This is an optimization exercise on Yosys and OpenROAD, whose aim is small area, not a production implementation. In this exercise RTL edits were held to simulation tests only and were not proved equivalent to the original. No activity file was given, so power comes from the tool's default toggle rates. The clock port is modelled as an ideal driver; clocking choices that lean on that would not hold on a real chip.

## job 5023
## motu_p2_rx
module motu_p2_rx (
    input  wire       clk,
    input  wire       rst,         
    input  wire [3:0] cfg_nin,     
    input  wire       in_valid,
    output reg        in_ready,
    input  wire [7:0] in_data,
    input  wire       in_sop,      
    output wire       dl_valid,
    input  wire       dl_ready,
    output wire [3:0] dl_port,
    output wire [7:0] dl_data,
    output wire       dl_last,
    output reg        rp_valid,
    output wire [1:0] rp_code,     
    output wire [7:0] rp_arg
);
    localparam [2:0] S_CLR   = 3'd0,    
                     S_WAIT  = 3'd1,
                     S_SEL   = 3'd2,
                     S_DATA  = 3'd3,
                     S_RS2   = 3'd4,    
                     S_FIXED = 3'd5,
                     S_SYSEX = 3'd6,
                     S_DLV   = 3'd7;    
    reg  [2:0] state;
    reg  [3:0] sel_port;
    reg  [6:0] len;         
    reg  [1:0] rem;         
    reg  [4:0] ph;          
    reg  [3:0] ph9;         
    reg        rp_kind;     
    reg  [7:0] b_q;         
    reg        obv;
    reg  [7:0] ob;
    reg  [7:0] mr0 [0:31];
    reg  [7:0] mr1 [0:31];
    reg  [6:0] lr  [0:8];
    wire [6:0] lr_tap = lr[8];
  ...
==> flow/config.mk <==
export PLATFORM = sky130hd
export DESIGN_NAME = motu_p2_rx
export DESIGN_NICKNAME = motu_p2_rx
export VERILOG_FILES = /design/flow/design.v
export SDC_FILE = /design/flow/constraint.sdc
export NUM_CORES = 4
export LEC_CHECK = 0
export CAP_MARGIN = 20
export CORE_MARGIN = 2
export CORE_UTILIZATION = 80
export PLACE_DENSITY = 0.9
export SLEW_MARGIN = 20
==> flow/constraint.sdc <==
create_clock -name core_clock -period 12.0 [get_ports {clk}]
set_input_delay 2.4000 -clock core_clock [delete_from_list [all_inputs] [get_ports {clk}]]
set_output_delay 2.4000 -clock core_clock [all_outputs]
set_load 0.01 [all_outputs]
standard.sh (not shown) runs the stock make flow with config.mk's settings and CLKGATE_MAP_FILE= SYNTH_SCRIPT=/design/flow/synth_recipe.tcl, a recipe that flattens the netlist after the stock synthesis.
==> flow/flow/run.sh <==
#!/bin/bash
# Own layout flow: the standard flow (standard synthesis, floorplan, placement,
# routing) with a leaner clock tree: larger sink clusters driven by clkbuf_16 and no
# dummy loads, and the smallest buffer on the ports. All tool output goes to
# flow_make.log here; ORFS's per-step logs stay under orfs/logs/.
set -euo pipefail
bash standard.sh \
  "CTS_ARGS=-sink_clustering_enable -repair_clock_nets -dont_use_dummy_load -buf_list sky130_fd_sc_hd__clkbuf_8 -sink_clustering_size 24 -sink_clustering_max_diameter 50" \
  "BUFFER_PORTS_ARGS=-buffer_cell sky130_fd_sc_hd__buf_1" \
  finish > flow_make.log 2>&1
Job 5023 never completed, since it errored out during detailed placement.
The inputs of job 3442 differ from those of job 5023 as listed below.
--- a/flow/flow/run.sh
+++ b/flow/flow/run.sh
@@ -7,3 +7,3 @@
 bash standard.sh \
-  "CTS_ARGS=-sink_clustering_enable -repair_clock_nets -dont_use_dummy_load -buf_list sky130_fd_sc_hd__clkbuf_8 -sink_clustering_size 24 -sink_clustering_max_diameter 50" \
+  "CTS_ARGS=-sink_clustering_enable -repair_clock_nets -dont_use_dummy_load -buf_list sky130_fd_sc_hd__clkbuf_4 -sink_clustering_size 10 -sink_clustering_max_diameter 40" \
   "BUFFER_PORTS_ARGS=-buffer_cell sky130_fd_sc_hd__buf_1" \
--- a/flow/config.mk
+++ b/flow/config.mk
@@ -9,4 +9,4 @@
 export CORE_MARGIN = 2
-export CORE_UTILIZATION = 80
-export PLACE_DENSITY = 0.9
+export CORE_UTILIZATION = 60
+export PLACE_DENSITY = 0.7
 export SLEW_MARGIN = 20
[summary]
- Job 3442 ran to completion and came out clean on the timing, DRC and antenna checks.
- Measured against job 5023, the vertical die dimension of job 3442 comes out at 1.15 times the reference value.
- Changes observed in job 3442 relative to job 5023: cell area after synthesis level; synthesized net count was more or less identical.
- Summary of the comparison: global placer's final weighted congestion is higher in job 3442, relative to job 5023.
- In job 3442 the initial standard-cell utilization of the core turned out 21 points lower than in job 5023.
- Delta (job 3442 minus job 5023): share of synthesized flip-flops with an asynchronous set or reset held steady, width of the chip grew by 21 µm.
> inputs changed (job 3442 -> job 8977)
--- a/flow/flow/run.sh
+++ b/flow/flow/run.sh
@@ -7,3 +7,3 @@
 bash standard.sh \
-  "CTS_ARGS=-sink_clustering_enable -repair_clock_nets -dont_use_dummy_load -buf_list sky130_fd_sc_hd__clkbuf_4 -sink_clustering_size 10 -sink_clustering_max_diameter 40" \
+  "CTS_ARGS=-sink_clustering_enable -repair_clock_nets -dont_use_dummy_load -buf_list sky130_fd_sc_hd__clkbuf_16 -sink_clustering_size 30 -sink_clustering_max_diameter 80" \
   "BUFFER_PORTS_ARGS=-buffer_cell sky130_fd_sc_hd__buf_1" \
==> comparison <==
Taking job 3442 as the reference, in job 8977 final core utilization saw an increase; cell count shows a reduction of 3.8%; global-route usage dropped 0.58 points. Job 8977 — part of the power in registers 1.5 points lower, job 3442 as reference. Compared job 8977 vs job 3442, and global-route met3 utilization is down in job 8977. Cmp job 8977 vs job 3442: power density of the placed cells higher in job 8977. Job 8977 vs job 3442: area of all placed cells without fillers up slightly.
### job 8977 -> job 9813
==> flow/run.sh (new file) <==
#!/bin/bash
# synth_recipe.tcl (not shown) runs the flow's synth.tcl, then flattens the netlist and writes it again
# the make line also repeats each setting of config.mk as NAME=value (left out here)
make -C /OpenROAD-flow-scripts/flow DESIGN_CONFIG=/design/flow/config.mk WORK_HOME=/design/flow/orfs CLKGATE_MAP_FILE= SYNTH_SCRIPT=/design/flow/synth_recipe.tcl finish
--- a/flow/config.mk
+++ b/flow/config.mk
@@ -10,2 +10,4 @@
 export CORE_UTILIZATION = 60
+export CTS_BUF_LIST = sky130_fd_sc_hd__clkbuf_8
+export CTS_CLUSTER_SIZE = 30
 export PLACE_DENSITY = 0.7
removed: flow/flow/run.sh
removed: flow/standard.sh
Job 9813 vs job 8977 on proportion of power drawn by the clock network: job 9813 is the higher one.
[job 9813] post-layout minimum cycle time rose 680 ps relative to job 8977
In job 9813 relative to job 8977, routed wire length had gone up by a little under 10%.
Routability congestion estimate: job 9813 higher than job 8977
Die height came out exactly the same in job 8977 and job 9813.
Re sequential share of layout area: job 8977 and job 9813 aren't equal, and the lower value belongs to job 9813.
Re register-to-register slack: job 8977 and job 9813 aren't equal, and the lower value belongs to job 8977.
Job 9813 vs. job 8977: total non-filler cell area in the finished layout went up, clock buffer and inverter area fraction after layout went up, via count went up, count of clock-buffer cells in the layout went up.
### job 9813 -> job 8765
==> flow/flow/run.sh (new file) <==
#!/bin/bash
# Own layout flow: the standard flow (standard synthesis, floorplan, placement,
# routing) with a leaner clock tree: larger sink clusters driven by clkbuf_16 and no
# dummy loads, and the smallest buffer on the ports. All tool output goes to
# flow_make.log here; ORFS's per-step logs stay under orfs/logs/.
set -euo pipefail
bash standard.sh \
  "CTS_ARGS=-sink_clustering_enable -repair_clock_nets -dont_use_dummy_load -buf_list sky130_fd_sc_hd__clkbuf_16 -sink_clustering_size 35 -sink_clustering_max_diameter 80" \
  "BUFFER_PORTS_ARGS=-buffer_cell sky130_fd_sc_hd__buf_1" \
  finish > flow_make.log 2>&1
==> flow/standard.sh (new file) <==
#!/bin/bash
# synth_recipe.tcl (not shown) runs the flow's synth.tcl, then flattens the netlist and writes it again
# the make line also repeats each setting of config.mk as NAME=value (left out here)
make -C /OpenROAD-flow-scripts/flow DESIGN_CONFIG=/design/flow/config.mk WORK_HOME=/design/flow/orfs CLKGATE_MAP_FILE= SYNTH_SCRIPT=/design/flow/synth_recipe.tcl "${@:-finish}"
--- a/flow/config.mk
+++ b/flow/config.mk
@@ -10,4 +10,2 @@
 export CORE_UTILIZATION = 60
-export CTS_BUF_LIST = sky130_fd_sc_hd__clkbuf_8
-export CTS_CLUSTER_SIZE = 30
 export PLACE_DENSITY = 0.7
removed: flow/run.sh
### Flow results
Against job 9813, job 8765 comes in 65 lower on total number of nets in the final design. Diff job 8765..job 9813 | number of placed cells counting well taps | unchanged. On job 8765: count of clock buffers in the final design is 89 lower than what job 9813 gave. Global routing usage summed across all routing layers in job 8765 is 1.8 points lower than in job 9813. The lower clock share of power of job 9813 and job 8765 is in job 8765. NOTE via count job 9813->job 8765 decreased by a few percent. Diff job 9813 and job 8765: setup slack higher in job 8765. Compared to job 9813, the routing of job 8765 uses less wire. Taking job 9813 as the reference, in job 8765 minimum clock period went down; fmax went up; max-slew headroom at the worst pin went down. Job 8765: done, clean on timing, DRC and antenna.

[afterwards: timing with drivers on the ports]
The results above use ideal ports. As a check the final layouts listed here were re-extracted and re-timed, cells and wires unchanged.
Step 1 (the two cells are an assumption about what drives the block):
set clk [get_ports {clk}]
set_driving_cell -lib_cell sky130_fd_sc_hd__clkbuf_16 $clk
set_driving_cell -lib_cell sky130_fd_sc_hd__buf_2 [delete_from_list [all_inputs] $clk]
Step 2 moves the port delays by t, midway between the first and last clock arrival at a register: inputs arrive t later, outputs are due t later. That takes back most of the time a late clock gives input paths.
Slacks: ideal / step 1 / step 2; pairs: ideal / step 1.
run | shift t [ns] | setup slack, ns | worst register clock-pin slew, ns
job 3442 | 0.670 | 5.749 / 5.720 / 5.720 | 0.11 / 0.11
job 8977 | 0.578 | 5.740 / 5.712 / 5.712 | 0.11 / 0.11
job 9813 | 0.625 | 5.062 / 5.027 / 5.027 | 0.07 / 0.07
job 8765 | 0.576 | 5.744 / 5.716 / 5.716 | 0.12 / 0.12
After both steps setup and hold are still met in every run listed. For job 9813, which loses most, drivers alone change the setup slack by -0.035 ns; drivers and shift together by -0.035 ns.
